Context: an optimization exercise on an open-source flow, tuned for small area, a short achievable clock period and few clock cycles. The choices shown serve that exercise and are no tape-out recipe.
The RTL was checked by simulation tests, not by an equivalence proof against the original design.
Power and IR drop assume default switching activity.

// vit_dec
module vit_dec (
    input  wire        clk,
    input  wire        rst,           
    output wire        ready,
    input  wire        start,
    input  wire [3:0]  cfg_k,
    input  wire [3:0]  cfg_n,
    input  wire        cfg_order,
    input  wire [31:0] cfg_poly,
    input  wire [7:0]  cfg_ss,
    input  wire [7:0]  cfg_nb,
    output wire        sym_ready,
    input  wire        sym_valid,
    input  wire [3:0]  sym,
    output wire        done,
    output wire [2:0]  err,
    output wire [5:0]  final_state,
    output wire [7:0]  metric,
    output wire [31:0] bits
);
==> flow/config.mk <==
export PLATFORM = sky130hd
export DESIGN_NAME = vit_dec
export DESIGN_NICKNAME = vit_dec
export VERILOG_FILES = /design/flow/design.v
export SDC_FILE = /design/flow/constraint.sdc
export NUM_CORES = 8
export LEC_CHECK = 0
export CAP_MARGIN = 20
export CORE_MARGIN = 2
export CORE_UTILIZATION = 45
export CTS_CLUSTER_DIAMETER = 100
export CTS_CLUSTER_SIZE = 25
export PLACE_DENSITY = 0.6
export SLEW_MARGIN = 20
export SYNTH_HIERARCHICAL = 1
==> flow/constraint.sdc <==
create_clock -name core_clock -period 14.0 [get_ports {clk}]
set_input_delay 2.8000 -clock core_clock [delete_from_list [all_inputs] [get_ports {clk}]]
set_output_delay 2.8000 -clock core_clock [all_outputs]
set_load 0.01 [all_outputs]
standard.sh (not shown) runs the stock make flow with config.mk's settings and CLKGATE_MAP_FILE= SYNTH_SCRIPT=/design/flow/synth_recipe.tcl, a recipe that flattens the netlist after the stock synthesis.
==> flow/flow/run.sh <==
#!/bin/bash
set -euo pipefail
export SETUP_SLACK_MARGIN=9.9
export BUFFER_PORTS_ARGS="-buffer_cell sky130_fd_sc_hd__buf_4"
bash standard.sh > standard.log 2>&1
The first run went through all stages and came out clean.
Testbench counts at the start, summed over its fixed seeds: cycles 18,947.
Edit:
--- a/flow/design.v
+++ b/flow/design.v
@@ -126,14 +126,15 @@
     wire       fin       = busy & ~bad & en & ({1'b0, step} == last_step);
     wire       err_done  = busy & bad;
     wire       last_sym  = en && (step == nb - 6'd1);         
     wire       route_end = en && (m != 3'd0) && ({1'b0, step} == {1'b0, nb} + {4'd0, m} - 7'd1);
     wire [5:0] taken_nx  = taken + {5'd0, take};
     wire       busy_nx   = ~rst & (start_ok | (busy & ~fin & ~err_done));
     assign     symr_nx   = ~rst & (start_ok ? (go & ~nb_in0) : (busy & ~bad & (taken_nx != nb)));
+    wire       en_nx     = ~rst & ~start_ok & busy & ~bad & ~fin & (take | zph | last_sym);
     wire        tb0;                 
     wire [5:0]  pm0, pm1;
     reg  [2:0]  ba0, bb0;            
     wire [31:0] p0;                  
     wire [30:0] p1_true = pp[1][30:0] ^ {31{pol}};
     wire [31:0] p0_new  = {(tb0 ? p1_true : p0[30:0]), tb0};
     reg  [5:0] fs_a, fs_b, fs_new;
@@ -207,15 +208,15 @@
                 zph <= 1'b1;
                 for (q = 0; q < 8; q = q + 1)
                     hi_r[q] <= 4'd0;
                 g0  <= 4'd0;
                 c1h <= 5'b00001;
             end
             fs_r <= fs_val;
-            en   <= ~fin & (take | zph | last_sym);
+            en   <= en_nx;
         end else begin
             en <= 1'b0;
         end
     end
     reg [3:0] ysel;
     reg [3:0] lo_nx [0:7];
     always @* begin
@@ -243,15 +244,14 @@
                 default: pick = y[2];
             endcase
         end
     endfunction
     wire [5:0]  pm [0:NS-1];
     wire [31:0] pp [0:NS-1];       
     wire [4:0]  yd [0:NS/2-1];
-    wire        pm_hold = busy & ~en;    
     reg [3:0] lob [0:7];
     reg [3:0] lom [0:7];
     reg [3:0] him [0:7];
     always @* begin
         for (q = 0; q < 8; q = q + 1) begin
             lob[q] = lo_r[q] ^ g0;
             lom[q] = lo_r[q] & g0;
@@ -283,19 +283,20 @@
                     4'b0001, 4'b0010, 4'b0100, 4'b1000: e[1] = 1'b1;
                     4'b0111, 4'b1011, 4'b1101, 4'b1110: e[3] = 1'b1;
                     4'b1111: e[4] = 1'b1;
                     default: e[2] = 1'b1;
                 endcase
             end
             wire sa, sb;
-            vit_dec_sel u_sel (
-                .e(e & {5{en & ~force_}}), .y(yd[PA / 2]),
-                .fa(en & force_ & ~ssh[0]), .fb(en & force_ & ssh[0]), .sa(sa), .sb(sb));
+            wire hold, hold_pm;
+            vit_dec_ctl u_ctl (
+                .clk(clk), .en_nx(en_nx), .busy(busy), .e(e), .y(yd[PA / 2]),
+                .force_(force_), .fbit(ssh[0]), .sa(sa), .sb(sb), .hold(hold), .hold_pm(hold_pm));
             vit_dec_pm u_pm (
-                .clk(clk), .hold(pm_hold), .sa(sa), .sb(sb),
+                .clk(clk), .hold(hold_pm), .sa(sa), .sb(sb),
                 .a(addpop(pma, va)), .b(addpop(pmb, vb)), .q(pm[s]));
             if (s == 0) begin : g_p0
                 assign tb0 = force_ ? ssh[0] : pick(u, yd[PA / 2]);
             end
             if (s == 0) begin : g_pt
                 reg [31:0] ppr;
                 always @(posedge clk)
@@ -303,15 +304,15 @@
                         ppr <= p0_new;
                 assign pp[s] = ppr;
             end else begin : g_pn
                 wire [L-2:0] sa_v = (PA == 0) ? (pp[0][L-2:0] ^ {(L-1){pol}}) : pp[PA][L-2:0];
                 wire [L-2:0] sb_v = pp[PA + 1][L-2:0];
                 wire [L-1:0] q;
                 vit_dec_path #(.L(L)) u_path (
-                    .clk(clk), .hold(~en), .sa(sa), .sb(sb),
+                    .clk(clk), .hold(hold), .sa(sa), .sb(sb),
                     .a({sa_v, pol}), .b({sb_v, ~pol}), .q(q));
                 assign pp[s] = {{(32-L){1'b0}}, q};
             end
         end
     endgenerate
     assign pm0 = pm[0];
     assign pm1 = pm[1];
@@ -359,24 +360,34 @@
     endgenerate
     assign y[0] = (c[0] & z[5]) | (c[1] & z[6]) | (c[2] & z[7]) | (c[3] & z[8]) | (c[4] & z[9]);
     assign y[1] = (c[1] & z[3]) | (c[2] & z[5]) | (c[3] & z[6]) | (c[4] & z[7]);
     assign y[2] = (c[2] & z[2]) | (c[3] & z[3]) | (c[4] & z[5]);
     assign y[3] = (c[3] & z[1]) | (c[4] & z[2]);
     assign y[4] = (c[4] & z[0]);
 endmodule
-module vit_dec_sel (
+module vit_dec_ctl (
+    input  wire       clk,
+    input  wire       en_nx,
+    input  wire       busy,
     input  wire [4:0] e,
     input  wire [4:0] y,
-    input  wire       fa,
-    input  wire       fb,
+    input  wire       force_,
+    input  wire       fbit,
     output wire       sa,
-    output wire       sb
+    output wire       sb,
+    output wire       hold,
+    output wire       hold_pm
 );
-    assign sb = |(e & y) | fb;
-    assign sa = |(e & ~y) | fa;
+    reg el;
+    always @(posedge clk)
+        el <= en_nx;
+    assign sb      = el & ((~force_ & |(e & y)) | (force_ & fbit));
+    assign sa      = el & ((~force_ & |(e & ~y)) | (force_ & ~fbit));
+    assign hold    = ~el;
+    assign hold_pm = busy & ~el;
 endmodule
 module vit_dec_ff (
     input  wire clk,
     input  wire d,
     output reg  q
 );
     always @(posedge clk)
Result:
- via count grows by 1.1%
- sequential power is about the same
- setup slack improved by 50 ps
- power grows by 5.3%
- flip-flop and latch count grows by 64
- core utilization hardly moves
- synthesized cell count grows by 1.9%
Testbench counts after the change, summed over its fixed seeds: cycles 18,947.

-- port drivers added, routing unchanged --
No port has a modelled driver above. Below, the same layouts with a new extraction and two added sets of constraints. Step 1: set_driving_cell puts a clkbuf_16 on clk and a buf_2 on each other input, an assumption about the parent block. Step 2 times the ports against the registers' clock, not the clock port: input delays grow and output delays shrink by t, the midpoint of the rising clock arrivals with the driver on. Three values: ideal, step 1, step 2; two values: the first two.
run | t (ns) | slack for setup (ns) | hold slack, ns | cell pins on the clock port's net
the first run | 0.912 | 9.722 / 9.626 / 9.023 | 0.441 / 0.441 / 0.441 | 1
the second run | 0.982 | 9.772 / 9.664 / 9.004 | 0.425 / 0.425 / 0.425 | 1
After both steps setup and hold are still met in every run listed. For the second run, which loses most, drivers alone change the setup slack by -0.108 ns; drivers and shift together by -0.768 ns.
